This is an optimization exercise on Yosys and OpenROAD, whose aim is small area, a short achievable clock period and few clock cycles per item, not a production implementation.
Power figures rest on the tool's default switching activity, not on a simulated workload.

## tfv_frontend
module tfv_frontend (
    input              clk,
    input              rst,             
    input              start,           
    input              clear,           
    input      [7:0]   codec_sel,       
    input      [1:0]   transport_sel,   
    input      [31:0]  buf_len,         
    output             mem_req,
    output     [10:0]  mem_addr,
    input              mem_gnt,
    input      [7:0]   mem_rdata,
    output     [1:0]   state,           
    output     [3:0]   err_code,
    output     [7:0]   err_detail,
    output     [31:0]  err_offset,
    output     [63:0]  err_expected,
    output     [63:0]  err_actual,
    output     [15:0]  crc_result,
    output     [7:0]   rec_count,
    output     [31:0]  rec_size,
    output             dg_valid,
    output     [15:0]  dg_packet_id,
    output     [7:0]   dg_seq_id,
    output     [15:0]  dg_decl_len,
    output     [119:0] dev_id
);
    localparam [1:0] ST_IDLE = 2'd0, ST_BUSY = 2'd1, ST_OK = 2'd2, ST_ERR = 2'd3;
    localparam [3:0] E_INVALID_PARAM = 4'd1, E_TOO_SHORT = 4'd2, E_LENGTH = 4'd3,
  ...
Size: about 2200 cells after synthesis, ~460 I/O pins, ~0.019 sq mm of cells after synthesis.
==> flow/config.mk <==
export PLATFORM = sky130hd
export DESIGN_NAME = tfv_frontend
export DESIGN_NICKNAME = tfv_frontend
export VERILOG_FILES = /design/flow/design.v
export SDC_FILE = /design/flow/constraint.sdc
export NUM_CORES = 4
export LEC_CHECK = 0
export CAP_MARGIN = 20
export CORE_MARGIN = 2
export CORE_UTILIZATION = 40
export SETUP_SLACK_MARGIN = 3.0
export SLEW_MARGIN = 20
==> flow/constraint.sdc <==
create_clock -name core_clock -period 6.0 [get_ports {clk}]
set_input_delay 1.2000 -clock core_clock [delete_from_list [all_inputs] [get_ports {clk}]]
set_output_delay 1.2000 -clock core_clock [all_outputs]
set_load 0.01 [all_outputs]
standard.sh (not shown) runs the stock make flow with config.mk's settings and CLKGATE_MAP_FILE= SYNTH_SCRIPT=/design/flow/synth_recipe.tcl, a recipe that flattens the netlist after the stock synthesis.
==> flow/flow/run.sh <==
#!/bin/bash
export BUFFER_PORTS_ARGS="-buffer_cell sky130_fd_sc_hd__buf_1"
bash standard.sh > standard.log 2>&1
The first run finished clean.
==> next run, changes <==
- ABC_AREA: unset -> 1
- CTS_CLUSTER_DIAMETER: unset -> 150
- CTS_CLUSTER_SIZE: unset -> 20
- SETUP_SLACK_MARGIN: 3.0 -> 3.15
Outcome: Final area rises by 2.9%; power rose by 12%; fmax rose by 3.0%; setup slack gains 0.088 ns; wire length rose by 19%; utilization goes up by 0.17 points; global-route usage goes up by 5.2 points; sequential power increases by about 5%; first-iteration DRC count is higher by 32%; clock power decreases by 34%; flip-flop and latch count stays the same.
==> next run, changes <==
- ABC_AREA: 1 -> unset
- SETUP_SLACK_MARGIN: 3.15 -> 3.0
Outcome: Power fell by 22%; worst setup slack is worse by 0.13 ns; routed wire length decreases by about 17%; core utilization fell by 1.1 points; register-to-register slack got worse by 0.18 ns; global-route usage falls by 5.3 points; non-clock buffer count falls by 29; flip-flop and latch count stays the same.
Function was not checked in any run of this note: the RTL went through the layout flow alone.

* * *

lane 1:
Another version of the RTL of tfv_frontend (not shown whole).
For scale: roughly 1800 cells after synthesis, roughly 270 flip-flops, roughly 460 I/O pins, about 17000 um^2 of cells after synthesis.
clock: 6.0 ns
lec_check: 0
cap_margin: 20
core_margin: 2
core_utilization: 40
setup_slack_margin: 3.5
slew_margin: 20
run.sh (not shown) runs the stock make flow with config.mk's settings and CLKGATE_MAP_FILE= SYNTH_SCRIPT=/design/flow/synth_recipe.tcl, a recipe that flattens the netlist after the stock synthesis.
Stock flow here: none of the scripts above is used.
#### Input delta (lane 2 over lane 1)
# lane 1
export LEC_CHECK = 0
export CAP_MARGIN = 20
export CORE_MARGIN = 2
export CORE_UTILIZATION = 40
export SETUP_SLACK_MARGIN = 3.5
export SLEW_MARGIN = 20
create_clock -name core_clock -period 6.0 [get_ports {clk}]
# lane 2
export LEC_CHECK = 0
export CAP_MARGIN = 20
export CORE_MARGIN = 2
export CORE_UTILIZATION = 40
export SETUP_SLACK_MARGIN = 2.5
export SLEW_MARGIN = 20
create_clock -name core_clock -period 6.0 [get_ports {clk}]
Notes after the runs:
Relative to lane 1, sequential share of power increased by 3.1 points in lane 2. Measured against each other, lane 1 and lane 2 differ in global-route usage, the lower figure coming from lane 2. Combinational share of power sits lower in lane 2 than in lane 1. Sort lane 1 and lane 2 by inverter count of the layout excluding clock inverters, ascending, and lane 2 comes first. Number of nets at the end of the flow was lower in the run labelled lane 2. Diff lane 1..lane 2 | placed instance count | negligible. Going from lane 1 to lane 2, utilization dropped 15 points; clock-buffer cell count climbed about 17%.
No functional check of the RTL was part of any run of this note.

-- re-timing with driven ports --
No port has a modelled driver above. Below, the same layouts with a new extraction and two added sets of constraints.
Step 1, drivers: a clkbuf_16 drives clk and a buf_2 each remaining input, both assumed.
Step 2 moves the port delays by t, midway between the first and last clock arrival at a register: inputs arrive t later, outputs are due t later. That takes back most of the time a late clock gives input paths.
Three values: ideal, step 1, step 2; two values: the first two.
| run | shift t [ns] | setup WS [ns] | hold slack, ns |
|---|---|---|---|
| the first run of note 1 | 0.647 | 2.996 / 2.936 / 2.433 | 0.450 / 0.450 / 0.450 |
| the second run of note 1 | 0.597 | 3.084 / 3.022 / 2.624 | 0.456 / 0.456 / 0.456 |
| the third run of note 1 | 0.590 | 2.951 / 2.951 / 2.421 | 0.452 / 0.452 / 0.452 |
| lane 1 | 0.665 | 1.842 / 1.783 / 1.961 | 0.509 / 0.509 / 0.509 |
| lane 2 | 0.644 | 1.856 / 1.802 / 1.832 | 0.431 / 0.431 / 0.431 |
After both steps setup and hold are still met in every run listed. The setup slack of the first run of note 1, which loses most, moves by -0.060 ns with the drivers and by -0.563 ns with both steps.
